This is an optimization exercise on Yosys and OpenROAD, whose aim is small area, a short achievable clock period and few clock cycles per item, not a production implementation. Function was checked by simulation only, so behaviour that the tests miss may differ from the original. Power is estimated from default activity; no workload was simulated.

==> flow/design.v <==
module kemojo (
    input  wire        clk,
    input  wire        rst,         
    input  wire        ev_valid,
    output wire        ev_ready,
    input  wire [2:0]  ev_type,
    input  wire [31:0] ev_data,
    output wire        out_valid,   
    output wire [7:0]  out_data,    
    output wire        timer_armed  
);
    localparam BOOT_BYTE = 8'hF1;
    localparam EV_HOST    = 3'd0;
    localparam EV_TICK    = 3'd1;
    localparam EV_KEY     = 3'd2;
    localparam EV_MOTION  = 3'd3;
    localparam EV_BUTTONS = 3'd4;
    localparam EV_EXPIRE  = 3'd5;
    localparam EV_POP     = 3'd6;
    localparam M_OFF = 2'd0, M_REL = 2'd1, M_ABS = 2'd2, M_CUR = 2'd3;
    localparam J_OFF = 2'd0, J_AUTO = 2'd1, J_MON = 2'd2;
    localparam K_TICK = 2'd0, K_KEY = 2'd1, K_MOT = 2'd2, K_DISP = 2'd3;
    localparam TS_P  = 3'd0,     
               TS_F  = 3'd1,     
               TS_M  = 3'd2,     
               TS_J  = 3'd3,     
               TS_LR = 3'd4,     
               TS_C  = 3'd5;     
    reg        rdy, ovr;
    reg [5:0]  head, hp1, tail;
    reg [6:0]  count;
    reg [7:0]  hbyte;
    reg [3:0]  ek;                   
    wire       e_v = |ek;
    reg [31:0] evd;
    reg        e_wrst, e_absd;
    reg [5:0]  tsh;                  
    reg [3:0]  steps;
    reg [7:0]  c0;
    reg [2:0]  c0len;
    reg [31:0] sr;
    reg [2:0]  cmdlen;
    reg        pause, booting, mdis, jdis, medr;
    reg [1:0]  mmode, jmode;
    reg [2:0]  action;
    reg [15:0] abs_x, abs_y, max_x, max_y;
    reg [31:0] acc_x, acc_y;         
    reg [31:0] dp_x, dp_y;           
    reg [7:0]  scale_x, scale_y, thr_x, thr_y, kc_x, kc_y;
    reg        ysign;
    reg        bl0, br0, br1;        
    reg        ppl, ppr;             
    reg [3:0]  apm;                  
    reg [4:0]  jcur0, jcur1, jprev0, jprev1;    
    reg [7:0]  jrate;
    reg        exc, fresh;
    reg [3:0]  cfx, cfy;
    reg        mvx, mvy;
    reg        p_el, p_er, p_fo, p_j0, p_j1;
    reg        pe_ok, pj_ok;
    reg        busy;
    reg [17:0] ea_x, ea_y;
    reg        eb_x, eb_y, es_x, es_y, eys;
    reg [7:0]  em_x, em_y;
    function [2:0] cmd_len;
        input [7:0] c;
        begin
            case (c)
                8'h08, 8'h0D, 8'h0F, 8'h10, 8'h11, 8'h12, 8'h13, 8'h14,
                8'h15, 8'h16, 8'h18, 8'h1A,
                8'h87, 8'h88, 8'h89, 8'h8A, 8'h8B, 8'h8C, 8'h8F, 8'h90,
                8'h92, 8'h94, 8'h95, 8'h99, 8'h9A:     cmd_len = 3'd1;
                8'h07, 8'h17, 8'h80:                   cmd_len = 3'd2;
                8'h0A, 8'h0B, 8'h0C:                   cmd_len = 3'd3;
                8'h09:                                 cmd_len = 3'd5;
                8'h0E:                                 cmd_len = 3'd6;
                8'h19:                                 cmd_len = 3'd7;
                default:                               cmd_len = 3'd0;
            endcase
        end
    endfunction
    function [31:0] add_sx;
        input [31:0] a;
        input [15:0] b;
        input        ci;
        reg [16:0] lo;
        begin
            lo = {1'b0, a[15:0]} + {1'b0, b} + {16'd0, ci};
            add_sx[15:0] = lo[15:0];
            add_sx[31:16] = (lo[16] && !b[15]) ? a[31:16] + 16'd1 :
                            (!lo[16] && b[15]) ? a[31:16] - 16'd1 : a[31:16];
        end
    endfunction
    function pkt_cmd;
        input [7:0] c;
        begin
            case (c)
                8'h0D, 8'h16,
                8'h87, 8'h88, 8'h89, 8'h8A, 8'h8B, 8'h8C, 8'h8F, 8'h90,
                8'h92, 8'h94, 8'h95, 8'h99, 8'h9A:     pkt_cmd = 1'b1;
                default:                               pkt_cmd = 1'b0;
            endcase
        end
    endfunction
    wire hold   = e_v && ((busy &&
                  ((ek[K_TICK] && (tsh[TS_P] || tsh[TS_F])) ||
                   (ek[K_DISP] && e_absd))) ||
                  (!fresh && ek[K_TICK] && (tsh[TS_P] || tsh[TS_M]) &&
                   (mmode[0] == 1'b1)) ||
                  (ek[K_TICK] && tsh[TS_P] && !(pe_ok && pj_ok)));
    wire run    = e_v && !hold;
    wire r_tick = run && ek[K_TICK];
    wire r_key  = run && ek[K_KEY];
    wire r_mot  = run && ek[K_MOT];
    wire r_disp = run && ek[K_DISP];
    wire warm   = r_disp && e_wrst;
    wire c_eq0 = (count == 7'd0);
    wire c_eq1 = (count == 7'd1);
    wire c_ge2 = !c_eq0 && !c_eq1;
    wire moff  = (mmode == M_OFF);
    wire jmon  = (jmode == J_MON);
    wire jauto = (jmode == J_AUTO);
    wire [7:0] j0raw = evd[7:0];
    wire [7:0] j1raw = evd[15:8];
    wire [4:0] jc0   = {j0raw[7] | (moff & j1raw[7]), j0raw[3:0]};
    wire [4:0] jc1   = {moff & j1raw[7], j1raw[3:0]};
    wire       br1_t = ~moff & j1raw[7];
    wire pl   = bl0;
    wire pr_t = br0 | br1_t;         
    wire pr_d = br0 | br1;           
    wire edge_l = p_el;
    wire edge_r = p_er;
    wire edges  = edge_l | edge_r;
    wire forced = p_fo;
    wire [3:0] abs_cur_t = {~pl, pl, ~pr_t, pr_t};
    wire [3:0] abs_cur_d = {~pl, pl, ~pr_d, pr_d};
    wire jch0 = p_j0;
    wire jch1 = p_j1;
    wire g2   = jch0 | jch1;
    wire t_p   = r_tick && tsh[TS_P];
    wire t_f   = r_tick && tsh[TS_F];
    wire t_m   = r_tick && tsh[TS_M];
    wire t_j   = r_tick && tsh[TS_J];
    wire t_lr  = r_tick && tsh[TS_LR];
    wire t_c   = r_tick && tsh[TS_C];
    wire t_mon = t_p && jmon;
    wire fgo   = !action[2] && forced;
    wire t_fgo = t_p && !jmon && fgo;
    wire t_main = (t_p && !jmon && !fgo) || t_m;
    wire m_k   = t_main && action[2];
    wire m_rel = t_main && !action[2] && (mmode == M_REL);
    wire m_oth = t_main && !action[2] && (moff || (mmode == M_ABS));
    wire m_cur = t_main && !action[2] && (mmode == M_CUR);
    wire rel_due = exc | edges;
    wire g1    = (m_k && edges) || (m_rel && rel_due);
    wire m_nc  = m_k || m_rel || m_oth;
    wire xr1 = mvx ? cfx[2] : cfx[3];
    wire xl1 = mvx ? cfx[0] : cfx[1];
    wire yd1 = mvy ? cfy[2] : cfy[3];
    wire yu1 = mvy ? cfy[0] : cfy[1];
    wire x1  = xr1 | xl1;
    wire y1  = yd1 | yu1;
    wire c_any  = x1 | y1;
    wire lt10   = !(steps[3] && (steps[2] || steps[1]));
    wire cur_fe = m_cur && edges;                                
    wire c_step = (m_cur && !edges && c_any) || (t_c && lt10 && c_any);
    wire c_end  = (m_cur && !edges && !c_any) || (t_c && !(lt10 && c_any));
    wire c_emit = cur_fe || c_step;
    wire j_now  = t_j || (m_nc && !g1) || c_end;
    wire t_done = t_mon || (m_nc && !(g1 && g2)) || t_j || c_end;
    wire px_in = (dp_x[31:7] == {25{dp_x[31]}});
    wire py_in = (dp_y[31:7] == {25{dp_y[31]}});
    wire [7:0] cx = px_in ? dp_x[7:0] : (dp_x[31] ? 8'h80 : 8'h7F);
    wire [7:0] cy = py_in ? dp_y[7:0] : (dp_y[31] ? 8'h80 : 8'h7F);
    wire [7:0] cy_out = ysign ? (8'd0 - cy) : cy;
    reg [63:0] dpk;   reg [3:0] dlen;
    always @* begin
        dpk = {56'd0, 8'hF6};
        dlen = 4'd8;
        case (c0)
        8'h0D: begin
            dpk[47:0] = {abs_y[7:0], abs_y[15:8], abs_x[7:0], abs_x[15:8],
                         4'd0, abs_cur_d & apm, 8'hF7};
            dlen = 4'd6;
        end
        8'h16: begin
            dpk[23:0] = {jcur1[4], 3'd0, jcur1[3:0], jcur0[4], 3'd0, jcur0[3:0], 8'hFD};
            dlen = 4'd3;
        end
        8'h87: dpk[23:8] = {5'd0, action, 8'h07};
        8'h88, 8'h89, 8'h8A: begin
            case (mmode)
            M_REL: dpk[15:8] = 8'h08;
            M_ABS: dpk[47:8] = {max_y[7:0], max_y[15:8], max_x[7:0], max_x[15:8], 8'h09};
            M_CUR: dpk[31:8] = {kc_y, kc_x, 8'h0A};
            default: dpk[15:8] = 8'h12;
            endcase
        end
        8'h8B: dpk[31:8] = {thr_y, thr_x, 8'h0B};
        8'h8C: dpk[31:8] = {scale_y, scale_x, 8'h0C};
        8'h8F, 8'h90: dpk[15:8] = ysign ? 8'h10 : 8'h0F;
        8'h92: dpk[15:8] = moff ? 8'h12 : 8'h00;
        8'h94, 8'h95, 8'h99: begin
            case (jmode)
            J_AUTO: dpk[15:8] = 8'h14;
            J_MON:  dpk[23:8] = {jrate, 8'h17};
            default: dpk[15:8] = 8'h15;
            endcase
        end
        8'h9A: dpk[15:8] = (jmode == J_OFF) ? 8'h1A : 8'h00;
        default: dlen = 4'd0;
        endcase
    end
    reg [1:0] mmode_d, jmode_d;
    reg       pause_d;
    always @* begin
        mmode_d = mmode;
        jmode_d = jmode;
        pause_d = 1'b0;
        case (c0)
        8'h08: mmode_d = M_REL;
        8'h09: mmode_d = M_ABS;
        8'h0A: mmode_d = M_CUR;
        8'h12: begin
            mmode_d = M_OFF;
            if (booting && jdis) begin
                mmode_d = M_REL;
                jmode_d = J_AUTO;
            end
        end
        8'h13: pause_d = !booting;
        8'h14: begin
            jmode_d = J_AUTO;
            mmode_d = (medr || mdis) ? M_REL : M_OFF;
        end
        8'h15: jmode_d = J_OFF;
        8'h17: jmode_d = J_MON;
        8'h1A: begin
            jmode_d = J_OFF;
            if (booting && mdis) begin
                mmode_d = M_REL;
                jmode_d = J_AUTO;
            end
        end
        default: ;
        endcase
    end
    wire [15:0] min_x_a = (abs_x > sr[31:16]) ? sr[31:16] : abs_x;      
    wire [15:0] min_y_a = (abs_y > sr[15:0])  ? sr[15:0]  : abs_y;
    wire [15:0] min_x_b = (sr[31:16] > max_x) ? max_x : sr[31:16];      
    wire [15:0] min_y_b = (sr[15:0]  > max_y) ? max_y : sr[15:0];
    wire okp = !booting && (r_disp || !pause);
    wire c_top = (count[5:3] == 3'b111);                     
    wire fge1 = !count[6];
    wire fge2 = fge1 && !(count[5:0] == 6'd63);
    wire fge3 = fge1 && !(count[5:1] == 5'b11111);
    wire fge4 = fge1 && !((count[5:2] == 4'b1111) && (count[1:0] != 2'd0));
    wire fge6 = fge1 && !(count[5:2] == 4'b1111) && !(count[5:0] == 6'd59);
    wire fge8 = fge1 && !(c_top && (count[2:0] != 3'd0));
    reg [63:0] spk;  reg [3:0] slen;  reg s_on;
    always @* begin
        spk = dpk; slen = dlen; s_on = 1'b0;
        if (r_disp) s_on = 1'b1;
        if (r_key) begin
            s_on = !jmon;
            spk[7:0] = {~evd[7], evd[6:0]};
            slen = 4'd1;
        end
        if (t_mon) begin
            s_on = 1'b1;
            spk[15:0] = {j0raw[3:0], j1raw[3:0], 6'd0, j0raw[7], j1raw[7]};
            slen = 4'd2;
        end
        if (t_f) begin
            s_on = 1'b1;
            spk[47:0] = {abs_y[7:0], abs_y[15:8], abs_x[7:0], abs_x[15:8],
                         4'd0, abs_cur_t & apm, 8'hF7};
            slen = 4'd6;
        end
        if (m_rel && rel_due) begin
            s_on = 1'b1;
            spk[23:0] = {cy_out, cx, 6'b111110, pl, pr_t};
            slen = 4'd3;
        end
    end
    wire s_fit = (slen == 4'd1) ? fge1 : (slen == 4'd2) ? fge2 : (slen == 4'd3) ? fge3 :
                 (slen == 4'd6) ? fge6 : (slen == 4'd8) ? fge8 : 1'b0;
    wire s_adm = s_on && okp && s_fit;
    reg [15:0] q1, q2;  reg q1on, q2on, q1two, q2two;
    always @* begin
        q1 = 16'd0; q2 = 16'd0; q1on = 1'b0; q2on = 1'b0; q1two = 1'b1; q2two = 1'b1;
        if (c_emit) begin
            q1 = xr1 ? 16'hCD4D : 16'hCB4B;  q1on = x1;
            q2 = yd1 ? 16'hD050 : 16'hC848;  q2on = y1;
        end
        if ((m_k && edges) || t_lr) begin
            q1 = {8'd0, pl   ? 8'h74 : 8'hF4};  q1on = edge_l;  q1two = 1'b0;
            q2 = {8'd0, pr_t ? 8'h75 : 8'hF5};  q2on = edge_r;  q2two = 1'b0;
        end
        if (j_now) begin
            q1 = {jc0[4], 3'd0, jc0[3:0], 8'hFE};  q1on = jch0;
            q2 = {jc1[4], 3'd0, jc1[3:0], 8'hFF};  q2on = jch1;
        end
    end
    wire       p_a1 = okp && q1on && (q1two ? fge2 : fge1);
    wire       p_f2 = !p_a1 ? (q2two ? fge2 : fge1) :
                      q1two ? (q2two ? fge4 : fge3) : (q2two ? fge3 : fge2);
    wire       p_a2 = okp && q2on && p_f2;
    wire [2:0] p_l1 = p_a1 ? (q1two ? 3'd2 : 3'd1) : 3'd0;
    reg  [2:0] p_n;
    always @* begin
        case ({p_a1, p_a2, q1two, q2two})
        4'b0100: p_n = 3'd1;
        4'b0101: p_n = 3'd2;
        4'b0110: p_n = 3'd1;
        4'b0111: p_n = 3'd2;
        4'b1000: p_n = 3'd1;
        4'b1001: p_n = 3'd1;
        4'b1010: p_n = 3'd2;
        4'b1011: p_n = 3'd2;
        4'b1100: p_n = 3'd2;
        4'b1101: p_n = 3'd3;
        4'b1110: p_n = 3'd3;
        4'b1111: p_n = 3'd4;
        default: p_n = 3'd0;
        endcase
    end
    reg  [31:0] pv;
    always @* begin
        case (p_l1)
        3'd0:    pv = {16'd0, q2};
        3'd1:    pv = {8'd0, q2, q1[7:0]};
        default: pv = {q2, q1};
        endcase
    end
    wire        pair_on = (m_k && edges) || t_lr || j_now || c_emit;
    wire [3:0]  n_wr = s_adm ? slen : pair_on ? {1'b0, p_n} : 4'd0;
    wire [63:0] vw   = pair_on ? {32'd0, pv} : spk;
    wire        wr_any = (n_wr != 4'd0);
    wire        wr2    = (n_wr[3:1] != 3'd0);
    assign ev_ready = rdy;
    wire take   = ev_valid && rdy && !rst;
    wire a_host = take && (ev_type == EV_HOST);
    wire a_tick = take && (ev_type == EV_TICK);
    wire a_key  = take && (ev_type == EV_KEY);
    wire a_mot  = take && (ev_type == EV_MOTION);
    wire a_btn  = take && (ev_type == EV_BUTTONS);
    wire a_exp  = take && (ev_type == EV_EXPIRE) && booting;
    wire a_pop  = take && (ev_type == EV_POP) && (!c_eq0 || wr_any);
    wire [7:0] hb       = ev_data[7:0];
    wire       host_new = (cmdlen == 3'd0);
    wire [2:0] host_len = host_new ? cmd_len(hb) : c0len;
    wire       host_kn  = (host_len != 3'd0);
    wire       host_fin = host_kn && (cmdlen + 3'd1 == host_len);
    wire       h_cap    = host_new && pkt_cmd(hb);
    wire       h_wrst   = !host_new && (c0 == 8'h80) && (hb == 8'h01);
    wire       h_absd   = host_new ? (hb == 8'h0D) : ((c0 == 8'h09) || (c0 == 8'h0E));
    wire       a_disp   = a_host && host_fin;
    wire [7:0] h_first  = (hb == 8'h0D) ? 8'hF7 : (hb == 8'h16) ? 8'hFD : 8'hF6;
    wire [3:0] wlim = count[6] ? 4'd0 : c_top ? (4'd8 - {1'b0, count[2:0]}) : 4'd8;
    wire [7:0] rdb [0:7];
    genvar b;
    generate
        for (b = 0; b < 8; b = b + 1) begin : g_bank
            reg  [7:0] bm [0:7];
            wire [2:0] k   = b[2:0] - tail[2:0];
            wire       we  = ({1'b0, k} < wlim);
            wire [2:0] row = tail[5:3] + ((b[2:0] < tail[2:0]) ? 3'd1 : 3'd0);
            always @(posedge clk) begin
                if (we)
                    bm[row] <= vw[8*k +: 8];
            end
            assign rdb[b] = bm[hp1[5:3]];
        end
    endgenerate
    wire [7:0] rd_next = rdb[hp1[2:0]];
    assign out_valid   = ovr;
    assign out_data    = hbyte;
    assign timer_armed = booting;
    wire [8:0] kcx2 = {1'b0, kc_x};
    wire [8:0] kcy2 = {1'b0, kc_y};
    reg  [31:0] opx, opy;
    reg         cix, ciy;
    always @* begin
        if (ek[K_MOT]) begin                              
            opx = {{16{evd[15]}}, evd[15:0]};   cix = 1'b0;
            opy = {{16{evd[31]}}, evd[31:16]};  ciy = 1'b0;
        end else if (mmode == M_REL) begin
            opx = dp_x[31] ? 32'd128 : 32'hFFFFFF81;  cix = 1'b0;
            opy = dp_y[31] ? 32'd128 : 32'hFFFFFF81;  ciy = 1'b0;
        end else begin                                       
            opx = xr1 ? ~{23'd0, kcx2} : {23'd0, kcx2};  cix = xr1;
            opy = yd1 ? ~{23'd0, kcy2} : {23'd0, kcy2};  ciy = yd1;
        end
    end
    wire [31:0] sum_dx = add_sx(dp_x, opx[15:0], cix);
    wire [31:0] sum_dy = add_sx(dp_y, opy[15:0], ciy);
    wire dp_we = r_mot || t_mon || m_k || m_oth || (m_rel && rel_due) || (c_emit && (x1 || y1));
    reg [31:0] dp_x_n, dp_y_n;
    always @* begin
        dp_x_n = dp_x;
        dp_y_n = dp_y;
        if (rst || warm || t_mon || m_k || m_oth) begin
            dp_x_n = 32'd0;
            dp_y_n = 32'd0;
        end else if (r_mot) begin
            dp_x_n = sum_dx;
            dp_y_n = sum_dy;
        end else if (m_rel && rel_due) begin
            dp_x_n = px_in ? 32'd0 : sum_dx;
            dp_y_n = py_in ? 32'd0 : sum_dy;
        end else if (c_emit) begin
            if (x1) dp_x_n = sum_dx;
            if (y1) dp_y_n = sum_dy;
        end
    end
    function exc_f;
        input [31:0] d;
        input [7:0]  t;
        reg in;
        reg [7:0] c;
        reg [8:0] mag;
        begin
            in    = (d[31:7] == {25{d[31]}});
            c     = in ? d[7:0] : (d[31] ? 8'h80 : 8'h7F);
            mag   = c[7] ? (9'd0 - {1'b1, c}) : {1'b0, c};
            exc_f = (mag > {1'b0, t});
        end
    endfunction
    function [3:0] cur_f;
        input [31:0] d;
        input [7:0]  k;
        reg nz;
        reg [10:0] s1, s2;
        begin
            nz = (d != 32'd0);
            s1 = {{1{d[9]}}, d[9:0]} + {3'd0, k};             
            s2 = d[10:0] + {2'd0, k, 1'b0};                   
            cur_f[3] = !d[31] && nz && ((d[30:8] != 23'd0) || (d[7:0] >= k));
            cur_f[2] = !d[31] && nz && ((d[30:9] != 22'd0) || (d[8:0] >= {k, 1'b0}));
            cur_f[1] = d[31] && ((d[30:9] != {22{1'b1}}) || s1[10] || (s1 == 11'd0));
            cur_f[0] = d[31] && ((d[30:10] != {21{1'b1}}) || s2[10] || (s2 == 11'd0));
        end
    endfunction
    wire [31:0] acc_x_n = (warm || t_p) ? 32'd0 :
                          r_mot ? add_sx(acc_x, evd[15:0], 1'b0) : acc_x;
    wire [31:0] acc_y_n = (warm || t_p) ? 32'd0 :
                          r_mot ? add_sx(acc_y, evd[31:16], 1'b0) : acc_y;
    wire [7:0]  scale_x_n = (rst || warm) ? 8'd1 : (r_disp && c0 == 8'h0C) ? sr[15:8] : scale_x;
    wire [7:0]  scale_y_n = (rst || warm) ? 8'd1 : (r_disp && c0 == 8'h0C) ? sr[7:0]  : scale_y;
    wire        ysign_n   = (rst || warm) ? 1'b0 : (r_disp && c0 == 8'h0F) ? 1'b0 :
                            (r_disp && c0 == 8'h10) ? 1'b1 : ysign;
    reg d_mode;
    always @* begin
        case (c0)
        8'h07, 8'h08, 8'h09, 8'h0A, 8'h12, 8'h14, 8'h15, 8'h17, 8'h1A: d_mode = r_disp;
        default: d_mode = 1'b0;
        endcase
    end
    wire [15:0] pd   = (take && (ev_type == EV_TICK)) ? ev_data[15:0] : evd[15:0];
    wire        pd_r = br0 | (~moff & pd[15]);
    wire [4:0]  pd_j0 = {pd[7] | (moff & pd[15]), pd[3:0]};
    wire [4:0]  pd_j1 = {moff & pd[15], pd[11:8]};
    wire        pd_press   = (pl & ~ppl) | (pd_r & ~ppr);
    wire        pd_release = (~pl & ppl) | (~pd_r & ppr);
    wire        st   = t_p;                                   
    wire        e_on = st || busy;
    wire [17:0] sa_x = ea_x;
    wire [17:0] sa_y = ea_y;
    wire        sb_x = eb_x;
    wire        sb_y = eb_y;
    wire        ss_x = es_x;
    wire        ss_y = es_y;
    wire [7:0]  sm_x = em_x;
    wire [7:0]  sm_y = em_y;
    wire        sys  = eys;
    wire [18:0] ax19 = {{1{sa_x[17]}}, sa_x};
    wire [18:0] ay19 = sys ? ~{{1{sa_y[17]}}, sa_y} : {{1{sa_y[17]}}, sa_y};
    wire [18:0] px = {3'd0, abs_x} + ax19;
    wire [18:0] py = {3'd0, abs_y} + ay19 + {18'd0, sys};
    wire [18:0] gx_a = {3'd0, abs_x}, gx_b = ax19, gx_c = {3'b111, ~max_x};
    wire [18:0] gy_a = {3'd0, abs_y}, gy_b = ay19, gy_c = {3'b111, ~max_y};
    wire [18:0] gx_s = gx_a ^ gx_b ^ gx_c;
    wire [18:0] gx_k = (gx_a & gx_b) | (gx_a & gx_c) | (gx_b & gx_c);
    wire [18:0] gy_s = gy_a ^ gy_b ^ gy_c;
    wire [18:0] gy_k = (gy_a & gy_b) | (gy_a & gy_c) | (gy_b & gy_c);
    wire [18:0] gx = gx_s + {gx_k[17:0], 1'b0};
    wire [18:0] gy = gy_s + {gy_k[17:0], sys};
    wire [15:0] nx = sb_x ? (ss_x ? 16'd0 : max_x) :
                     px[18] ? 16'd0 : !gx[18] ? max_x : px[15:0];
    wire [15:0] ny = sb_y ? ((ss_y ^ sys) ? 16'd0 : max_y) :
                     py[18] ? 16'd0 : !gy[18] ? max_y : py[15:0];
    wire [7:0]  em_x_n = sm_x >> 1;
    wire [7:0]  em_y_n = sm_y >> 1;
    wire        busy_n = !(rst || warm) && e_on && ((em_x_n != 8'd0) || (em_y_n != 8'd0));
    wire [6:0] cb_p  = count + 7'd1;
    wire [6:0] cb_m  = count - 7'd1;
    wire [6:0] cbase = a_pop ? cb_m : a_exp ? cb_p : count;
    wire [6:0] cb_hi = {cbase[6:3], 3'd0} + 7'd8;
    wire [3:0] c_lo  = {1'b0, cbase[2:0]} + n_wr;
    wire [6:0] count_n = {(c_lo[3] ? cb_hi[6:3] : cbase[6:3]), c_lo[2:0]};
    wire [5:0] tbase = a_exp ? tail + 6'd1 : tail;
    wire [5:0] tb_hi = {tbase[5:3], 3'd0} + 6'd8;
    wire [3:0] t_lo  = {1'b0, tbase[2:0]} + n_wr;
    wire [5:0] tail_n = {(t_lo[3] ? tb_hi[5:3] : tbase[5:3]), t_lo[2:0]};
    wire       cn_eq0  = c_eq0 && !wr_any && !a_exp;      
    wire       pause_n = r_disp ? pause_d : pause;
    wire [1:0] jmode_n = r_disp ? jmode_d : jmode;
    wire       key_adm = !booting && !pause_n && (jmode_n != J_MON);
    wire       e_cont  = e_v && !(run && (!ek[K_TICK] || t_done));
    reg  [5:0] tsh_n;
    always @* begin
        tsh_n = tsh;
        if (t_fgo) tsh_n = 6'd1 << TS_F;
        if (t_f)   tsh_n = 6'd1 << TS_M;
        if (m_nc && g1 && g2) tsh_n = 6'd1 << TS_J;
        if (cur_fe) tsh_n = 6'd1 << TS_LR;
        if (t_lr || c_step) tsh_n = 6'd1 << TS_C;
    end
    wire pc_el  = pl ^ ppl;
    wire pc_er  = pd_r ^ ppr;
    wire pc_fo  = (action[0] & pd_press) | (action[1] & pd_release);
    wire pc_j0  = jauto && (pd_j0 != jprev0);
    wire pc_j1  = jauto && (pd_j1 != jprev1);
    wire pe_okn = !(d_mode || m_nc || c_end || t_lr || warm);
    wire pj_okn = !(d_mode || j_now || warm);
    wire frsh_n = !(rst || warm || dp_we || (r_disp && (c0 == 8'h0A || c0 == 8'h0B)));
    wire exc_d  = exc_f(dp_x, thr_x) | exc_f(dp_y, thr_y);
    wire [3:0] cfx_d = cur_f(dp_x, kc_x);
    wire [3:0] cfy_d = cur_f(dp_y, kc_y);
    wire cany_d = cfx_d[3] | cfx_d[1] | cfy_d[3] | cfy_d[1];
    wire pc_edg  = pc_el | pc_er;
    wire pc_g2   = pc_j0 | pc_j1;
    wire tp_last = jmon ||
                   (!(!action[2] && pc_fo) &&
                    (action[2]         ? !(pc_edg && pc_g2) :
                     (mmode == M_REL)  ? !((exc_d || pc_edg) && pc_g2) :
                     (mmode == M_CUR)  ? !(pc_edg || cany_d) : 1'b1));
    wire tp_safe = tp_last && !busy_n && pe_okn && pj_okn && (frsh_n || !mmode[0]);
    reg       tp_any;
    reg [7:0] tp_b0;
    always @* begin
        tp_any = 1'b1;
        tp_b0  = 8'hFE;
        if (jmon)
            tp_b0 = {6'd0, pd[7], pd[15]};
        else if (action[2] && pc_el)
            tp_b0 = pl ? 8'h74 : 8'hF4;
        else if (action[2] && pc_er)
            tp_b0 = pd_r ? 8'h75 : 8'hF5;
        else if (!action[2] && (mmode == M_REL) && (exc_d || pc_edg))
            tp_b0 = {6'b111110, pl, pd_r};
        else if (pc_j0)
            tp_b0 = 8'hFE;
        else if (pc_j1)
            tp_b0 = 8'hFF;
        else
            tp_any = 1'b0;
    end
    wire tp_adm  = tp_any && !booting && !pause_n;
    wire tp_fast = tp_safe;
    wire rdy_n = take ? !((a_tick && !tp_fast) || (a_disp && (h_wrst || (h_absd && busy_n)))) :
                 !e_cont ? 1'b1 :
                 (ek[K_TICK] && tsh_n[TS_J] && !cn_eq0);
    always @(posedge clk) begin
        exc   <= exc_d;
        cfx   <= cfx_d;
        cfy   <= cfy_d;
        fresh <= frsh_n;
        mvx   <= c_emit && x1;
        mvy   <= c_emit && y1;
        p_el  <= pc_el;
        p_er  <= pc_er;
        p_fo  <= pc_fo;
        p_j0  <= pc_j0;
        p_j1  <= pc_j1;
        pe_ok <= pe_okn;
        pj_ok <= pj_okn;
        dp_x <= dp_x_n;
        dp_y <= dp_y_n;
        busy <= busy_n;
        if (busy_n) begin
            ea_x <= {sa_x[16:0], 1'b0};
            ea_y <= {sa_y[16:0], 1'b0};
            eb_x <= sb_x | (sa_x[17] ^ sa_x[16]);
            eb_y <= sb_y | (sa_y[17] ^ sa_y[16]);
            em_x <= em_x_n;
            em_y <= em_y_n;
        end else begin
            ea_x <= acc_x_n[17:0];
            ea_y <= acc_y_n[17:0];
            eb_x <= (acc_x_n[31:17] != {15{acc_x_n[31]}});
            eb_y <= (acc_y_n[31:17] != {15{acc_y_n[31]}});
            es_x <= acc_x_n[31];
            es_y <= acc_y_n[31];
            eys  <= ysign_n;
            em_x <= (scale_x_n > 8'd1) ? scale_x_n : 8'd1;
            em_y <= (scale_y_n > 8'd1) ? scale_y_n : 8'd1;
        end
        if (rst || warm) begin
            rdy           <= 1'b1;
            ovr           <= 1'b0;
            ek            <= 4'd0;
            cmdlen        <= 3'd0;
            head          <= 6'd0;
            hp1           <= 6'd1;
            tail          <= 6'd0;
            count         <= 7'd0;
            pause         <= 1'b0;
            mmode         <= M_REL;
            jmode         <= J_AUTO;
            action        <= 3'd0;
            abs_x         <= 16'd0;
            abs_y         <= 16'd0;
            max_x         <= 16'hFFFF;
            max_y         <= 16'hFFFF;
            acc_x         <= 32'd0;
            acc_y         <= 32'd0;
            scale_x       <= 8'd1;
            scale_y       <= 8'd1;
            thr_x         <= 8'd1;
            thr_y         <= 8'd1;
            kc_x          <= 8'd1;
            kc_y          <= 8'd1;
            ysign         <= 1'b0;
            if (rst) begin
                bl0       <= 1'b0;
                br0       <= 1'b0;
            end
            br1           <= 1'b0;
            ppl           <= 1'b0;
            ppr           <= 1'b0;
            apm           <= 4'b0101;
            jcur0         <= 5'd0;
            jcur1         <= 5'd0;
            jprev0        <= 5'd0;
            jprev1        <= 5'd0;
            jrate         <= 8'd1;
            booting       <= 1'b1;
            mdis          <= 1'b0;
            jdis          <= 1'b0;
            medr          <= 1'b0;
        end else begin
            rdy <= rdy_n;
            ovr <= (a_tick && tp_fast && cn_eq0 && tp_adm) || a_exp || (a_pop ? (c_ge2 || (c_eq1 && wr_any) || wr2) : (!c_eq0 || wr_any)) ||
                   (a_key && key_adm) || (a_disp && h_cap && !booting);
            acc_x <= acc_x_n;
            acc_y <= acc_y_n;
            if (r_disp) begin
                pause <= pause_d;
                mmode <= mmode_d;
                jmode <= jmode_d;
                case (c0)
                8'h07: action <= sr[2:0];
                8'h08: if (booting) medr <= 1'b1;
                8'h09: begin
                    max_x <= sr[31:16];
                    max_y <= sr[15:0];
                    abs_x <= min_x_a;
                    abs_y <= min_y_a;
                end
                8'h0A: begin
                    kc_x  <= sr[15:8];
                    kc_y  <= sr[7:0];
                end
                8'h0B: begin
                    thr_x <= sr[15:8];
                    thr_y <= sr[7:0];
                end
                8'h0C: begin
                    scale_x <= sr[15:8];
                    scale_y <= sr[7:0];
                end
                8'h0D: apm <= ~abs_cur_d;
                8'h0E: begin
                    abs_x <= min_x_b;
                    abs_y <= min_y_b;
                end
                8'h0F: ysign <= 1'b0;
                8'h10: ysign <= 1'b1;
                8'h12: if (booting) mdis <= 1'b1;
                8'h17: jrate <= (sr[7:0] == 8'd0) ? 8'd1 : sr[7:0];
                8'h1A: if (booting) jdis <= 1'b1;
                default: ;
                endcase
            end
            if (e_on) begin
                if (sm_x[0]) abs_x <= nx;
                if (sm_y[0]) abs_y <= ny;
            end
            if (t_p) begin
                jcur0 <= jc0;
                jcur1 <= jc1;
                br1   <= br1_t;
            end
            if (t_f)
                apm <= ~abs_cur_t;
            if (m_nc || c_end) begin
                ppl <= pl;
                ppr <= pr_t;
            end
            if (t_lr) begin
                if (edge_l) ppl <= pl;
                if (edge_r) ppr <= pr_t;
            end
            if (cur_fe)
                steps <= 4'd1;
            if (c_step)
                steps <= (m_cur ? 4'd0 : steps) + 4'd1;
            if (j_now) begin
                if (jch0) jprev0 <= jc0;
                if (jch1) jprev1 <= jc1;
            end
            tsh <= tsh_n;
            if (!e_cont)
                ek <= 4'd0;
            if (a_host) begin
                sr <= {sr[23:0], hb};
                if (host_new) begin
                    c0    <= hb;
                    c0len <= host_len;
                end
                if (!host_kn) begin
                    cmdlen <= 3'd0;
                end else begin
                    if (host_fin) begin
                        cmdlen <= 3'd0;
                        ek     <= 4'd1 << K_DISP;
                        e_wrst <= h_wrst;
                        e_absd <= h_absd;
                    end else begin
                        cmdlen <= cmdlen + 3'd1;
                    end
                end
            end
            if (a_tick || a_key || a_mot) begin
                ek    <= {a_disp, a_mot, a_key, a_tick};
                evd   <= ev_data;
                tsh   <= 6'd1 << TS_P;
            end
            if (a_btn) begin
                bl0 <= ev_data[0];
                br0 <= ev_data[1];
            end
            if (a_exp) begin
                booting <= 1'b0;
                medr    <= 1'b0;
            end
            if (a_pop) begin
                head <= hp1;
                hp1  <= hp1 + 6'd1;
            end
            tail  <= tail_n;
            count <= count_n;
            if (a_exp)
                hbyte <= BOOT_BYTE;
            else if (a_pop)
                hbyte <= !c_eq0 && !c_eq1 ? rd_next : c_eq1 ? vw[7:0] : vw[15:8];
            else if (c_eq0 && wr_any)
                hbyte <= vw[7:0];
            else if (c_eq0)      
                hbyte <= (ev_type == EV_KEY)  ? {~ev_data[7], ev_data[6:0]} :
                         (ev_type == EV_TICK) ? tp_b0 : h_first;
        end
    end
endmodule
==> flow/run.sh <==
#!/bin/bash
# synth_recipe.tcl (not shown) runs the flow's synth.tcl, then flattens the netlist and writes it again
# the make line also repeats each setting of config.mk as NAME=value (left out here)
make -C /OpenROAD-flow-scripts/flow DESIGN_CONFIG=/design/flow/config.mk WORK_HOME=/design/flow/orfs CLKGATE_MAP_FILE= SYNTH_SCRIPT=/design/flow/synth_recipe.tcl finish
==> flow/config.mk <==
export PLATFORM = sky130hd
export DESIGN_NAME = kemojo
export DESIGN_NICKNAME = kemojo
export VERILOG_FILES = /design/flow/design.v
export SDC_FILE = /design/flow/constraint.sdc
export NUM_CORES = 4
export LEC_CHECK = 0
export CAP_MARGIN = 20
export CORE_MARGIN = 2
export CORE_UTILIZATION = 40
export SETUP_SLACK_MARGIN = 5
export SLEW_MARGIN = 20
==> flow/constraint.sdc <==
create_clock -name core_clock -period 11.0 [get_ports {clk}]
set_input_delay 2.2000 -clock core_clock [delete_from_list [all_inputs] [get_ports {clk}]]
set_output_delay 2.2000 -clock core_clock [all_outputs]
set_load 0.01 [all_outputs]
==> results.sh, run 1 <==
export IMPL_outcome="timing/DRC/antenna clean"
export IMPL_h_tree_depth=3
export IMPL_core_um2=147000
export IMPL_die_y_um=389
export IMPL_rr_endpoint="g_bank[2].bm[3][4]"
export IMPL_grtUsageTotal_pct=25.9
export IMPL_first_global_vias=44652
export IMPL_reg2reg_from="c0[6]"
export IMPL_worst_pin_slew_ns=1.20
export IMPL_drc=0
export IMPL_postLayoutSetupSlackWorst_ns=5.12
export IMPL_cts_tree="built"
export IMPL_post_route_period_util_pct=53.4
export IMPL_rsz0062_at_grt="true"
export IMPL_endpoint_kind="flop"
export IMPL_reg2reg_slack_ns=5.12
export IMPL_synth_edff_count=612
export IMPL_vdd_ir_drop_max_mv=0.134
export IMPL_slew_headroom_pct=19.7
export IMPL_async_reset_ff_share_pct=0
export IMPL_fill_cells=13909
export IMPL_drt_iter0_drc=5715
export IMPL_hold_class="reg -> reg"
export IMPL_min_period_ns=5.88
export IMPL_multi_input_area_um2=31000
export IMPL_ys_seq_elements=1005
export IMPL_regArea_um2=26300
export IMPL_avgSynthCellArea_um2=10.1
export IMPL_drt_vias_per_instance=6.08
export IMPL_synth_nets=6311
export IMPL_holdPathEnd="em_x[4]"
export IMPL_drtPass1Iterations=6
export IMPL_post_place_ws_ns=4.76
export IMPL_max_freq_ghz=0.170
export IMPL_cts_path_max_buffers=3
export IMPL_rows=141
export IMPL_crit_type="reg -> reg"
export IMPL_synth_top_area_share_pct=31.0
export IMPL_finClkSkew_ns=0.0569
export IMPL_final_hold_violation_count=0
export IMPL_grt_first_pass_wirelength_mm=295
export IMPL_placed_area_um2=62000
export IMPL_drt_wl_total_mm=200
export IMPL_clk_latency_ns=0.76
export IMPL_rr_worst_depth=10
export IMPL_yosysMostFrequentCell="edfxtp_1"
export IMPL_clk_pin_slew_worst_paths_ns=0.06
export IMPL_antenna_found_initial=15
export IMPL_synthTopCellsByArea="edfxtp_1 31%, dfxtp_1 13%, ha_1 7.4%"
export IMPL_cts_buffers=107
export IMPL_fin_nets=6288
export IMPL_portBuffers=48
export IMPL_ant_nets=0
export IMPL_leakage_uw=0.0251
export IMPL_wire_per_inst_um=25.4
export IMPL_holdCritStartpoint="em_x[5]"
export IMPL_grt_max_degree=74
export IMPL_yosysTopAreaCell="edfxtp_1"
export IMPL_p_per_area_nw_per_um2=133
export IMPL_start_kind="flop"
export IMPL_yosysSeqAreaShare_pct=44.3
export IMPL_yosysWarnings=1
export IMPL_dp_hpwl_mm=148
export IMPL_clockRootBuffer="clkbuf_16"
export IMPL_max_cap_violations=0
export IMPL_gp_congestion=0.984
export IMPL_grt_overflow=0
export IMPL_die_x_um=389
export IMPL_finalMaxSlewViolations=0
export IMPL_setup_viol=0
export IMPL_area_growth_pct=11.1
export IMPL_fin_tns_setup_ns=0
export IMPL_cp_data_required_time_ns=11.40
export IMPL_synth_cell_types=103
export IMPL_die_area_um2=151000
export IMPL_path_max_fanout=26
export IMPL_initial_core_util_pct=40.2
export IMPL_stdcell_count=7878
export IMPL_synthCells=5877
export IMPL_cp_arrival_ns=6.27
export IMPL_io_pins=49
export IMPL_cts_sinks=1005
export IMPL_vias=47867
export IMPL_syn_area_um2=59200
export IMPL_fin_area_um2=65800
export IMPL_drive_gt1_share_pct=10.3
export IMPL_ys_top_cells_by_count="612 x edfxtp_1, 584 x nand2_1, 550 x nor2_1"
export IMPL_whs_path_depth=2
export IMPL_ys_dominant_reg_cell="edfxtp_1"
export IMPL_place_inst=7667
[layout make-up]
cell class              count  area share, %
flip-flops and latches   1005           39.9
repair buffers            174           2.20
well taps                1930           3.67
diodes                      6         0.0228
inverters                 305           1.74
clock inverters            53          0.894
multi-input cells        4261           47.1
clock buffers             144           4.47
[power by group]
part / switching (µW) / total [µW] / internal (µW)
combinational: 618 / 991 / 373
clock: 1590 / 3690 / 2090
sequential: 59.4 / 4080 / 4020
[flip-flops by register name, summed over array words and instances (netlist names), 18 cells and up, named ones only]
register	cells
acc_y	32
ea_y	18
dp_y	32
dp_x	32
g_bank.bm	512
evd	32
acc_x	32
ea_x	18
sr	32
[layout by cell type, fill, tap and decap left out, types with 28 or more instances in the layout]
master           instances
nand4_1                 53
nand2b_1                42
clkdlybuf4s50_1         48
a21oi_1                406
mux2_2                  59
clkbuf_1                28
o21bai_1                32
clkbuf_16              110
nor2_1                 542
o211ai_1                64
o21a_1                  36
xor2_1                  88
nor2b_1                 55
a211oi_1                46
xnor2_1                119
fa_1                    45
nor3_1                 172
ha_1                   351
nand3_1                114
buf_4                  120
edfxtp_1               612
o21ai_0                236
and2_1                  37
dfxtp_1                383
or3_1                   56
nor4_1                  52
inv_1                  301
nand2_1                581
mux4_2                 138
a22oi_1                 44
a31oi_1                 59
o22ai_1                 40
a21o_1                  66
a221oi_1                77
mux2i_1                170
and3_1                  45
a22o_1                  29
[what timing repair did]
action	in CTS	in global routing
pin swaps	0	2
endpoints found under the setup margin	5	24
resized for setup	6	28
hold buffers	0	0
buffers inserted	0	6
hold endpoints to repair	0	0
[worst max-delay path by stage]
stage                           from                 end  slack [ns]  cells after the start
after floorplan           ev_type[2]            hbyte[0]        5.89                     14
after global placement      ev_valid            count[6]        4.73                     17
after detailed placement    ev_valid            count[6]        4.76                     17
after CTS                    dp_x[7]            hbyte[1]        4.99                     21
after global routing        dp_x[25]            hbyte[1]        4.99                     21
final                          c0[6]  g_bank[2].bm[3][4]        5.12                     10
[metal layers]
| metal | routed length, µm | global-route usage [%] | part of all wire, % | up-vias |
|---|---|---|---|---|
| li1 | - | - | - | 21809 |
| met1 | 86100 | 36.9 | 43 | 23444 |
| met2 | 86900 | 38.9 | 44 | 2218 |
| met3 | 17200 | 3.98 | 8.6 | 382 |
| met4 | 9560 | 10.9 | 4.8 | 14 |
| met5 | 92 | 0 | 0.046 | - |
[worst max-delay path, stage by stage (launching register included)]
cell	delay (ns)
edfxtp_1	0.53
or4_1	0.61
nor3_1	0.83
buf_4	0.35
or2_2	0.58
a211oi_1	0.32
a211oi_1	0.80
nor3_1	0.11
a21oi_1	0.31
mux2i_1	0.17
o21ai_0	0.89
[per-stage QoR]
| step | hold WS, ns | util (%) | power, µW |
|---|---|---|---|
| after global placement | 0.427 | 42.1 | 5100 |
| final | 0.390 | 44.7 | 8750 |
| after global routing | 0.418 | 44.6 | 9050 |
| after detailed placement | 0.429 | 42.1 | 5110 |
| after CTS | 0.387 | 44.5 | 8770 |
| after floorplan | 0.416 | - | 4800 |
[cell families after synthesis]
family	synth area share, %
adder cells (fa/ha/maj)	8.94
buffers and inverters	3.93
AND/OR/NAND/NOR	15.2
flip-flops	44.3
AO/OA/AOI/OAI	15.2
multiplexers	9.30
XOR/XNOR	3.08
Testbench counts, summed over its fixed seeds: cycles 27,240, events 24,014.
==> run 2: changes to the inputs <==
==> flow/flow/run.sh (new file) <==
#!/bin/bash
# Standard layout (the standard.sh), with the setup repair aiming further
# below the clock period: the repair margin is raised from 5 ns to 7 ns.
# Every tool's output goes to standard.log in this folder.
set -e
sed 's/SETUP_SLACK_MARGIN=5/SETUP_SLACK_MARGIN=7/' standard.sh > standard_m7.sh
bash standard_m7.sh > standard.log 2>&1
==> flow/standard.sh (new file) <==
#!/bin/bash
# synth_recipe.tcl (not shown) runs the flow's synth.tcl, then flattens the netlist and writes it again
# the make line also repeats each setting of config.mk as NAME=value (left out here)
make -C /OpenROAD-flow-scripts/flow DESIGN_CONFIG=/design/flow/config.mk WORK_HOME=/design/flow/orfs CLKGATE_MAP_FILE= SYNTH_SCRIPT=/design/flow/synth_recipe.tcl "${@:-finish}"
removed: flow/run.sh
==> run 2 against run 1 <==
Utilization increased by 5.1 points. Die area unchanged. Register-to-register slack improved by 0.88 ns. Largest cell class unchanged.
==> results.sh, run 2 <==
export IMPL_outcome="timing/DRC/antenna clean"
export IMPL_final_common_cell="edfxtp_1"
export IMPL_avgSynthCellArea_um2=10.1
export IMPL_p_int_uw=6960
export IMPL_synthTopCellsByArea="edfxtp_1 31%, dfxtp_1 13%, ha_1 7.4%"
export IMPL_max_freq_ghz=0.200
export IMPL_synth_cell_types=103
export IMPL_grt_first_pass_wirelength_mm=306
export IMPL_first_global_vias=46889
export IMPL_area_growth_pct=23.7
export IMPL_fin_tns_setup_ns=0
export IMPL_hold_buffers=0
export IMPL_initial_core_util_pct=40.2
export IMPL_postLayoutSetupSlackWorst_ns=6.00
export IMPL_drtPass1Iterations=6
export IMPL_drt_wl_total_mm=210
export IMPL_clockRootBuffer="clkbuf_16"
export IMPL_yosysSeqAreaShare_pct=44.3
export IMPL_worstSetupEndpoint="count[6]"
export IMPL_drt_vias_per_instance=6.09
export IMPL_yosysMostFrequentCell="edfxtp_1"
export IMPL_cts_sinks=1005
export IMPL_p_per_area_nw_per_um2=129
export IMPL_hold_class="reg -> reg"
export IMPL_fin_nets=6646
export IMPL_die_x_um=389
export IMPL_switching_share_pct=26.7
export IMPL_drt_iter0_drc=5967
export IMPL_setup_viol=0
export IMPL_finClkSkew_ns=0.0722
export IMPL_ys_dominant_reg_cell="edfxtp_1"
export IMPL_async_reset_ff_share_pct=0
export IMPL_muxShareOfSynthArea_pct=9.30
export IMPL_ys_top_cells_by_count="612 x edfxtp_1, 584 x nand2_1, 550 x nor2_1"
export IMPL_start_kind="flop"
export IMPL_hold_slack_ns=0.438
export IMPL_placed_area_um2=62300
export IMPL_post_route_period_util_pct=45.5
export IMPL_largest_reg_flops=512
export IMPL_yosysTopAreaCell="edfxtp_1"
export IMPL_grt_overflow=0
export IMPL_core_um2=147000
export IMPL_post_place_ws_ns=4.51
export IMPL_rr_endpoint="count[6]"
export IMPL_synth_top_area_share_pct=31.0
export IMPL_cp_arrival_ns=5.62
export IMPL_stdcell_count=8235
export IMPL_final_hold_violation_count=0
export IMPL_reg2reg_slack_ns=6.00
export IMPL_max_stage_delay_ns=0.50
export IMPL_dp_hpwl_mm=146
export IMPL_synth_simple_gate_area_share_pct=15.2
export IMPL_h_tree_depth=3
export IMPL_die_area_um2=151000
export IMPL_cts_path_max_buffers=3
export IMPL_rows=141
export IMPL_rsz0062_at_grt="true"
export IMPL_syn_area_um2=59200
export IMPL_synth_edff_count=612
export IMPL_leakage_uw=0.0279
export IMPL_top_register="g_bank.bm"
export IMPL_path_max_fanout=4
export IMPL_cts_buffers=112
export IMPL_slew_headroom_pct=9.11
export IMPL_share_comb_of_total_power_pct=15.4
export IMPL_synth_nets=6311
export IMPL_cp_data_required_time_ns=11.62
export IMPL_drive_gt1_share_pct=24.3
export IMPL_yosysWarnings=1
export IMPL_crit_type="reg -> reg"
export IMPL_crit_path_frequent_cell="nor2_1"
export IMPL_clk_latency_ns=0.77
export IMPL_synth_compound_area_share_pct=15.2
export IMPL_netSwitchingPower_uw=2530
export IMPL_min_period_ns=5.00
export IMPL_pwr_share_clk_pct=41.6
export IMPL_synth_top_family_by_area="compound AO/OA/AOI/OAI gates"
export IMPL_reg2reg_from="tsh[0]"
export IMPL_portBuffers=48
export IMPL_grtUsageTotal_pct=26.7
export IMPL_clk_pin_slew_worst_paths_ns=0.07
export IMPL_layout_common_cells="612 x edfxtp_1, 560 x nand2_1, 499 x nor2_1"
export IMPL_finalMaxSlewViolations=0
export IMPL_synth_xor_area_share_pct=3.08
export IMPL_antenna_found_initial=6
export IMPL_vias=50120
export IMPL_io_pins=49
export IMPL_cp_slowest_cell="edfxtp_1"
export IMPL_synth_fa_ha_area_share_pct=8.94
export IMPL_cts_tree="built"
export IMPL_grt_max_degree=61
export IMPL_drc=0
export IMPL_fin_area_um2=73300
export IMPL_critPathLaunch="tsh[0]"
export IMPL_ant_nets=0
export IMPL_p_seq_share_pct=43.1
export IMPL_ys_seq_elements=1005
export IMPL_worst_pin_slew_ns=1.36
export IMPL_gp_congestion=1.00
export IMPL_path_cells="buf_6 > a31oi_4 > nor4_4 > buf_4 > or3_4 > o31a_1 > or2_4 > a21oi_4 > ha_4 > nor2_1 > mux2_4 > and4b_4 > a21oi_4 > a21oi_2 > nor2_1 > o22ai_2 > ha_1 > a21o_1 > a21oi_2 > xnor2_2 > and2b_1 > nand4b_1 > xor2_1 > nor2_1"
export IMPL_rr_worst_depth=24
export IMPL_wire_per_inst_um=25.5
export IMPL_die_y_um=389
export IMPL_synthCells=5877
export IMPL_max_cap_violations=0
export IMPL_endpoint_kind="flop"
export IMPL_place_inst=7661
export IMPL_vdd_ir_drop_max_mv=0.139
-- run 2: worst max-delay path, delay by kind of cell, from the launching register on --
kind / cells / cell delay [ns]
AOI/OAI and AO/OA: 8 / 1.47
buffers and inverters: 2 / 0.36
xor gates and xnor gates: 2 / 0.32
DFF: 1 / 0.50
adders and majority gates: 2 / 0.40
muxes: 1 / 0.28
and+or+nand+nor: 9 / 1.54
-- run 2: through the flow --
| stage | util [%] | total power (µW) |
|---|---|---|
| floorplan | - | 4830 |
| global placement | 42.3 | 5110 |
| detailed placement | 42.3 | 5130 |
| CTS | 47.7 | 9300 |
| global route | 49.7 | 9770 |
| finish | 49.7 | 9480 |
-- run 2: cell type report --
| class | count | area, µm² |
|---|---|---|
| inverters | 305 | 1180 |
| clock inverters | 59 | 708 |
| diodes | 1 | 2.50 |
| repair buffers | 519 | 4680 |
| clock buffers | 147 | 3130 |
| fillers | 13015 | 74000 |
| multi-input cells | 4269 | 34800 |
| well taps | 1930 | 2410 |
| flip-flops and latches | 1005 | 26400 |
-- run 2: routing by layer --
metal	share of wire [%]	up-vias	wire, µm	track usage (%)
li1	-	22523	-	-
met1	42	24723	87600	36.8
met2	44	2338	92500	40.9
met3	8.9	530	18700	4.81
met4	5.3	6	11100	11.9
met5	0.021	-	44	0
-- run 2: worst min-delay path by stage --
stage,startpoint,endpoint,depth (start not counted)
finish,em_x[5],em_x[4],2
detailed placement,em_x[5],em_x[4],2
floorplan,em_x[6],em_x[5],2
global placement,em_x[4],em_x[3],2
global route,em_y[2],em_y[1],2
CTS,em_x[5],em_x[4],2
-- run 2: kinds of logic after synthesis --
logic type               Yosys count
buffers and inverters            611
adder cells (fa/ha/maj)          396
multiplexers                     370
XOR/XNOR                         208
AND/OR/NAND/NOR                 1911
AO/OA/AOI/OAI                   1376
flip-flops                      1005
-- run 2: repair_timing --
action                      CTS  global route
pin swaps                   178           232
gates cloned                  9             3
setup endpoints to repair  1113           888
buffers inserted            207           147
resized for setup           623           404
-- run 2: power groups by stage --
stage	clock network [µW]	registers, µW	logic, µW
after floorplan	0	4130	705
after global placement	0	4160	955
after detailed placement	0	4160	968
after CTS	3990	4080	1230
after global routing	4130	4090	1550
final	3940	4090	1460
==> run 3: changes to the inputs <==
==> flow/flow/run.sh (replaced) <==
#!/bin/bash
# Standard layout (the standard.sh), with the setup repair aiming further
# below the clock period: the repair margin is raised from 5 ns to 6 ns.
# Every tool's output goes to standard.log in this folder.
set -e
sed 's/SETUP_SLACK_MARGIN=5/SETUP_SLACK_MARGIN=6/' standard.sh > standard_m6.sh
bash standard_m6.sh > standard.log 2>&1
==> run 3 against run 2 <==
Flip-flop and latch count unchanged. Highest routed layer unchanged. Synthesized cell count unchanged. Fmax increased by 0.30%. Sequential share of layout area increased by 2.9 points. Largest power group unchanged. Still clean on timing, DRC and antenna. Worst setup slack improved by 0.015 ns. Count of clock-buffer cells in the layout decreased by 1.
==> results.sh, run 3 <==
export IMPL_clk_latency_ns=0.77
export IMPL_clockRootBuffer="clkbuf_16"
export IMPL_switching_share_pct=26.3
export IMPL_rr_endpoint="count[6]"
export IMPL_fin_tns_setup_ns=0
export IMPL_synthTopCellsByArea="edfxtp_1 31%, dfxtp_1 13%, ha_1 7.4%"
export IMPL_synth_top_area_share_pct=31.0
export IMPL_grt_first_pass_wirelength_mm=298
export IMPL_ys_top_cells_by_count="612 x edfxtp_1, 584 x nand2_1, 550 x nor2_1"
export IMPL_synth_cell_types=103
export IMPL_holdPathEnd="em_y[5]"
export IMPL_start_kind="flop"
export IMPL_vdd_ir_drop_max_mv=0.127
export IMPL_vias=48301
export IMPL_grtUsageTotal_pct=26.1
export IMPL_die_x_um=389
export IMPL_endpoint_kind="flop"
export IMPL_muxShareOfSynthArea_pct=9.30
export IMPL_min_period_ns=4.99
export IMPL_synth_xor_area_share_pct=3.08
export IMPL_async_reset_ff_share_pct=0
export IMPL_grt_overflow=0
export IMPL_p_seq_share_pct=44.7
export IMPL_max_cap_violations=0
export IMPL_top_register="g_bank.bm"
export IMPL_yosysTopAreaCell="edfxtp_1"
export IMPL_portBuffers=48
export IMPL_reg2reg_slack_ns=6.01
export IMPL_hold_buffers=0
export IMPL_yosysWarnings=1
export IMPL_netSwitchingPower_uw=2400
export IMPL_h_tree_depth=3
export IMPL_die_area_um2=151000
export IMPL_rows=141
export IMPL_outcome="timing/DRC/antenna clean"
export IMPL_yosysSeqAreaShare_pct=44.3
export IMPL_reg2reg_from="mmode[1]"
export IMPL_cts_tree="built"
export IMPL_antenna_found_initial=15
export IMPL_cp_slowest_cell="nor4_4"
export IMPL_worst_pin_slew_ns=1.19
export IMPL_met1_length_mm=86.3
export IMPL_fill_cells=13569
export IMPL_die_y_um=389
export IMPL_holdCritStartpoint="em_y[6]"
export IMPL_synth_top_family_by_area="compound AO/OA/AOI/OAI gates"
export IMPL_cp_data_required_time_ns=11.63
export IMPL_final_hold_violation_count=0
export IMPL_leakage_uw=0.0259
export IMPL_dp_hpwl_mm=147
export IMPL_area_growth_pct=14.2
export IMPL_final_common_cell="edfxtp_1"
export IMPL_max_freq_ghz=0.201
export IMPL_fin_nets=6394
export IMPL_layout_common_cells="612 x edfxtp_1, 578 x nand2_1, 536 x nor2_1"
export IMPL_synth_compound_area_share_pct=15.2
export IMPL_yosysMostFrequentCell="edfxtp_1"
export IMPL_cts_buffers=109
export IMPL_drtPass1Iterations=6
export IMPL_synth_fa_ha_area_share_pct=8.94
export IMPL_cp_top_family="simple AND/OR/NAND/NOR gates"
export IMPL_share_comb_of_total_power_pct=13.0
export IMPL_grt_max_degree=103
export IMPL_whs_path_depth=2
export IMPL_synth_nets=6311
export IMPL_hold_class="reg -> reg"
export IMPL_ys_seq_elements=1005
export IMPL_ant_nets=0
export IMPL_io_pins=49
export IMPL_pwr_share_clk_pct=42.3
export IMPL_wire_per_inst_um=25.3
export IMPL_rr_worst_depth=26
export IMPL_synth_edff_count=612
export IMPL_syn_area_um2=59200
export IMPL_synthCells=5877
export IMPL_slew_headroom_pct=20.7
export IMPL_finClkSkew_ns=0.0587
export IMPL_avgSynthCellArea_um2=10.1
export IMPL_rsz0062_at_grt="true"
export IMPL_path_buf_inv=5
export IMPL_finalMaxSlewViolations=0
export IMPL_clk_pin_slew_worst_paths_ns=0.06
export IMPL_max_stage_delay_ns=0.45
export IMPL_drt_iter0_drc=5829
export IMPL_setup_viol=0
export IMPL_p_int_uw=6730
export IMPL_drive_gt1_share_pct=13.7
export IMPL_cp_arrival_ns=5.61
export IMPL_drt_wl_total_mm=203
export IMPL_ys_dominant_reg_cell="edfxtp_1"
export IMPL_cts_sinks=1005
export IMPL_path_max_fanout=4
export IMPL_first_global_vias=45303
export IMPL_largest_reg_flops=512
export IMPL_route_met3_wl_mm=18.2
export IMPL_crit_type="reg -> reg"
export IMPL_hold_slack_ns=0.433
export IMPL_gp_congestion=1.03
export IMPL_initial_core_util_pct=40.2
export IMPL_cts_path_max_buffers=3
export IMPL_top_layer_used="met5"
export IMPL_synth_simple_gate_area_share_pct=15.2
export IMPL_post_route_period_util_pct=45.3
export IMPL_p_per_area_nw_per_um2=135
export IMPL_drt_vias_per_instance=6.05
export IMPL_core_um2=147000
export IMPL_drc=0
export IMPL_wl_met2_mm=87.8
export IMPL_power_total_uw=9120
-- run 3: kinds of logic (layout without fill, tap and decap cells) --
| group | count (synthesis) | in the layout |
|---|---|---|
| fa+ha+maj | 396 | 396 |
| compound gates | 1376 | 1378 |
| simple gates | 1911 | 1912 |
| mux | 370 | 370 |
| xor+xnor | 208 | 208 |
| other cells | 0 | 5 |
| flops | 1005 | 1005 |
| buf+inv | 611 | 786 |
-- run 3: timing repair --
item                       CTS  global route
setup endpoints to repair  467           389
gates resized for setup    123           136
buffers inserted            41            59
gates cloned                 2             3
pin swaps                   22            48
-- run 3: worst max-delay path by stage --
stage | start | end | slack, ns | depth (start not counted)
after floorplan | rst | evd[0] | 6.03 | 6
after global placement | ev_type[0] | hbyte[1] | 4.64 | 16
after detailed placement | ev_valid | hbyte[1] | 4.57 | 16
after CTS | busy | count[6] | 5.99 | 26
after global routing | mmode[1] | count[6] | 5.85 | 26
final | mmode[1] | count[6] | 6.01 | 26
-- run 3: worst reg2reg max path, stage by stage (launching register included) --
cell      delay, ns
dfxtp_4        0.37
buf_4          0.11
ha_1           0.27
nand2_2        0.19
nor4_4         0.46
buf_12         0.17
o311ai_4       0.10
o31a_1         0.16
or2_4          0.27
a21oi_4        0.14
ha_4           0.14
nor2_1         0.04
mux2_4         0.29
and4b_4        0.37
a21oi_4        0.07
buf_6          0.17
buf_4          0.13
buf_4          0.14
nor2_1         0.10
a21oi_1        0.05
ha_1           0.31
a21oi_2        0.18
xnor2_2        0.13
and2b_1        0.21
nand4b_1       0.11
xor2_1         0.15
nor2_1         0.05
-- run 3: through the flow --
| step | worst slack, ns | util, % | std cells | instance area (µm²) |
|---|---|---|---|---|
| 2_1_floorplan | 6.03 | - | 5877 | 59200 |
| 3_3_place_gp | 4.64 | 42.1 | 7674 | 62000 |
| 3_5_place_dp | 4.57 | 42.1 | 7674 | 62100 |
| 4_1_cts | 5.99 | 45.2 | 7923 | 66600 |
| 5_1_grt | 5.85 | 45.9 | 7987 | 67600 |
| 6_report | 6.01 | 45.9 | 7990 | 67600 |
-- run 3: power groups by stage --
stage | Sequential [µW] | Combinational (µW) | Clock, µW
6_report | 4080 | 1190 | 3860
5_1_grt | 4080 | 1280 | 4060
4_1_cts | 4080 | 1050 | 3910
3_5_place_dp | 4150 | 949 | 0
3_3_place_gp | 4150 | 943 | 0
2_1_floorplan | 4130 | 674 | 0
-- run 3: cell type report --
cell class,count,area [µm²],area share [%]
multi-input combinational,4264,31700,46.8
sequential,1005,26300,38.9
clock buffer,146,2990,4.42
tap,1930,2410,3.57
timing repair buffer,275,2330,3.45
inverter,305,1150,1.70
clock inverter,60,739,1.09
antenna,5,12.5,0.0185
-- run 3: per-layer routing --
metal  GRT usage (%)  up-vias
met5               0        -
met4            11.9       14
met3            4.87      424
met2            39.2     2217
met1            36.3    23633
li1                -    22013
==> run 4: changes to the inputs <==
--- a/flow/config.mk
+++ b/flow/config.mk
@@ -7,6 +7,6 @@
 export LEC_CHECK = 0
 export CAP_MARGIN = 20
 export CORE_MARGIN = 2
-export CORE_UTILIZATION = 40
+export CORE_UTILIZATION = 50
 export SETUP_SLACK_MARGIN = 5
 export SLEW_MARGIN = 20
==> run 4 against run 3 <==
Utilization is 11 points higher. Flip-flop and latch count did not move. Die area fell by 20%. Critical endpoint unchanged. Largest cell class unchanged. Critical path depth unchanged.
==> results.sh, run 4 <==
export IMPL_holdCritStartpoint="em_x[6]"
export IMPL_hold_class="reg -> reg"
export IMPL_route_met3_wl_mm=15.1
export IMPL_drt_iter0_drc=5380
export IMPL_clockRootBuffer="clkbuf_16"
export IMPL_final_common_cell="edfxtp_1"
export IMPL_max_cap_violations=0
export IMPL_first_global_vias=44989
export IMPL_final_hold_violation_count=0
export IMPL_die_x_um=348
export IMPL_drive_gt1_share_pct=13.4
export IMPL_post_route_period_util_pct=45.5
export IMPL_outcome="timing/DRC/antenna clean"
export IMPL_yosysTopAreaCell="edfxtp_1"
export IMPL_drt_wl_total_mm=200
export IMPL_grt_overflow=0
export IMPL_cp_data_required_time_ns=11.60
export IMPL_antenna_found_initial=7
export IMPL_ys_dominant_reg_cell="edfxtp_1"
export IMPL_dp_hpwl_mm=146
export IMPL_min_period_ns=5.00
export IMPL_grtUsageTotal_pct=32.4
export IMPL_synth_edff_count=612
export IMPL_yosysWarnings=1
export IMPL_multi_input_area_um2=31800
export IMPL_top_layer_used="met5"
export IMPL_max_freq_ghz=0.200
export IMPL_yosysMostFrequentCell="edfxtp_1"
export IMPL_worst_pin_slew_ns=1.12
export IMPL_die_area_um2=121000
export IMPL_reg2reg_slack_ns=6.00
export IMPL_synthCells=5877
export IMPL_vias=47648
export IMPL_rows=126
export IMPL_synth_nets=6311
export IMPL_ant_nets=0
export IMPL_cts_tree="built"
export IMPL_fin_nets=6340
export IMPL_io_pins=49
export IMPL_area_growth_pct=12.6
export IMPL_finalMaxSlewViolations=0
export IMPL_clk_pin_slew_worst_paths_ns=0.07
export IMPL_drtPass1Iterations=10
export IMPL_rr_worst_depth=26
export IMPL_cp_arrival_ns=5.60
export IMPL_async_reset_ff_share_pct=0
export IMPL_wl_met2_mm=90.2
export IMPL_cp_slowest_cell="dfxtp_4"
export IMPL_avgSynthCellArea_um2=10.1
export IMPL_crit_type="reg -> reg"
export IMPL_fill_cells=10129
export IMPL_rsz0062_at_grt="true"
export IMPL_portBuffers=48
export IMPL_vdd_ir_drop_max_mv=0.139
export IMPL_reg2reg_from="mmode[1]"
export IMPL_critPathLaunch="mmode[1]"
export IMPL_post_place_ws_ns=4.75
export IMPL_grt_max_degree=97
export IMPL_synth_top_area_share_pct=31.0
export IMPL_utilization_pct=56.6
export IMPL_core_um2=118000
export IMPL_synthTopCellsByArea="edfxtp_1 31%, dfxtp_1 13%, ha_1 7.4%"
export IMPL_layout_common_cells="612 x edfxtp_1, 577 x nand2_1, 536 x nor2_1"
export IMPL_drc=0
export IMPL_postLayoutSetupSlackWorst_ns=6.00
export IMPL_syn_area_um2=59200
export IMPL_start_kind="flop"
export IMPL_endpoint_kind="flop"
export IMPL_cts_path_max_buffers=3
export IMPL_clk_latency_ns=0.74
export IMPL_max_stage_delay_ns=0.39
export IMPL_path_max_fanout=4
export IMPL_slew_headroom_pct=25.3
export IMPL_leakage_uw=0.0256
export IMPL_wire_per_inst_um=26.5
export IMPL_yosysSeqAreaShare_pct=44.3
export IMPL_cts_buffers=108
export IMPL_initial_core_util_pct=50.3
export IMPL_die_y_um=348
export IMPL_synth_cell_types=103
export IMPL_drt_vias_per_instance=6.32
export IMPL_ys_seq_elements=1005
export IMPL_regArea_um2=26300
export IMPL_gp_congestion=0.994
export IMPL_p_per_area_nw_per_um2=133
export IMPL_fin_tns_setup_ns=0
export IMPL_hold_slack_ns=0.442
export IMPL_h_tree_depth=3
export IMPL_finClkSkew_ns=0.0237
export IMPL_grt_first_pass_wirelength_mm=295
export IMPL_ys_top_cells_by_count="612 x edfxtp_1, 584 x nand2_1, 550 x nor2_1"
export IMPL_worstSetupEndpoint="count[6]"
export IMPL_top_register="g_bank.bm"
export IMPL_largest_reg_flops=512
export IMPL_met1_length_mm=81.7
export IMPL_power_total_uw=8890
export IMPL_rr_endpoint="count[6]"
export IMPL_setup_viol=0
export IMPL_crit_path_frequent_cell="a21oi_4"
export IMPL_cts_sinks=1005
## run 4: area by class of cell
| type | count | share of cell area (%) |
|---|---|---|
| Multi-Input combinational cell | 4263 | 47.7 |
| Sequential cell | 1005 | 39.5 |
| Clock buffer | 138 | 4.35 |
| Tap cell | 1536 | 2.88 |
| Timing Repair Buffer | 223 | 2.83 |
| Inverter | 305 | 1.73 |
| Clock inverter | 67 | 0.973 |
| Antenna cell | 5 | 0.0188 |
## run 4: metal layers
layer	track usage, %	vias up
met5	0	-
met4	18.0	4
met3	5.22	495
met2	50.9	2024
met1	42.8	23186
li1	-	21939
## run 4: worst min path at each step
stage / end / slack, ns / depth (start not counted)
floorplan: em_x[5] / 0.42 / 2
global placement: em_x[5] / 0.43 / 2
detailed placement: em_x[5] / 0.43 / 2
CTS: em_x[5] / 0.44 / 2
global route: em_x[5] / 0.45 / 2
finish: em_x[5] / 0.44 / 2
## run 4: kinds of logic after synthesis
group	Yosys count	synth area share [%]
compound gates	1376	15.2
simple gates	1911	15.2
fa+ha+maj	396	8.94
mux	370	9.30
flops	1005	44.3
xor+xnor	208	3.08
buf+inv	611	3.93
## run 4: through the flow
stage / std cells / cell area (µm²)
after global placement: 7269 / 61600
after detailed placement: 7269 / 61600
final: 7542 / 66600
after CTS: 7505 / 65800
after global routing: 7537 / 66600
after floorplan: 5877 / 59200
## run 4: timing repair
action	4_1_cts	5_1_grt
pin swaps	25	54
hold endpoints to repair	0	0
hold buffers	0	0
endpoints found under the setup margin	353	216
gates resized for setup	109	148
gates cloned	3	2
buffers inserted	28	30
## run 4: worst max-delay path: cells and delay by family (launching register included)
| kind | cells | cell delay [ns] |
|---|---|---|
| AOI/OAI and AO/OA | 9 | 1.50 |
| xor gates and xnor gates | 2 | 0.30 |
| adders and majority gates | 3 | 0.57 |
| buffers and inverters | 2 | 0.17 |
| DFF | 1 | 0.39 |
| muxes | 1 | 0.29 |
| and+or+nand+nor | 9 | 1.63 |
## run 4: report_power, final
group          internal (µW)  switching (µW)
sequential              4020            67.7
combinational            464             679
clock                   2030            1640

[port drivers added, routing unchanged]
Ports are ideal in the flow. The routed layouts listed here were re-timed in OpenROAD.
Step 1, drivers: a clkbuf_16 drives clk and a buf_2 each remaining input, both assumed.
Step 2 moves the port delays by t, midway between the first and last clock arrival at a register: inputs arrive t later, outputs are due t later. That takes back most of the time a late clock gives input paths.
a / b / c = no drivers / after step 1 / after step 2; a / b = the first two.
run | t, ns | slack for setup (ns) | worst hold slack (ns) | latest minus earliest clock arrival (ns) | pins driven straight from the clock port
run 1 | 0.809 | 5.123 / 5.123 / 4.690 | 0.390 / 0.390 / 0.390 | 0.057 / 0.056 | 1
run 2 | 0.816 | 5.999 / 5.999 / 5.687 | 0.438 / 0.438 / 0.438 | 0.077 / 0.077 | 1
run 3 | 0.819 | 6.014 / 6.014 / 5.200 | 0.433 / 0.433 / 0.433 | 0.060 / 0.061 | 1
run 4 | 0.810 | 5.998 / 5.998 / 5.443 | 0.442 / 0.442 / 0.442 | 0.024 / 0.024 | 1
After both steps every run listed still meets setup and hold. The setup slack of run 3, which loses most, moves by 0.000 ns with the drivers and by -0.814 ns with both steps.
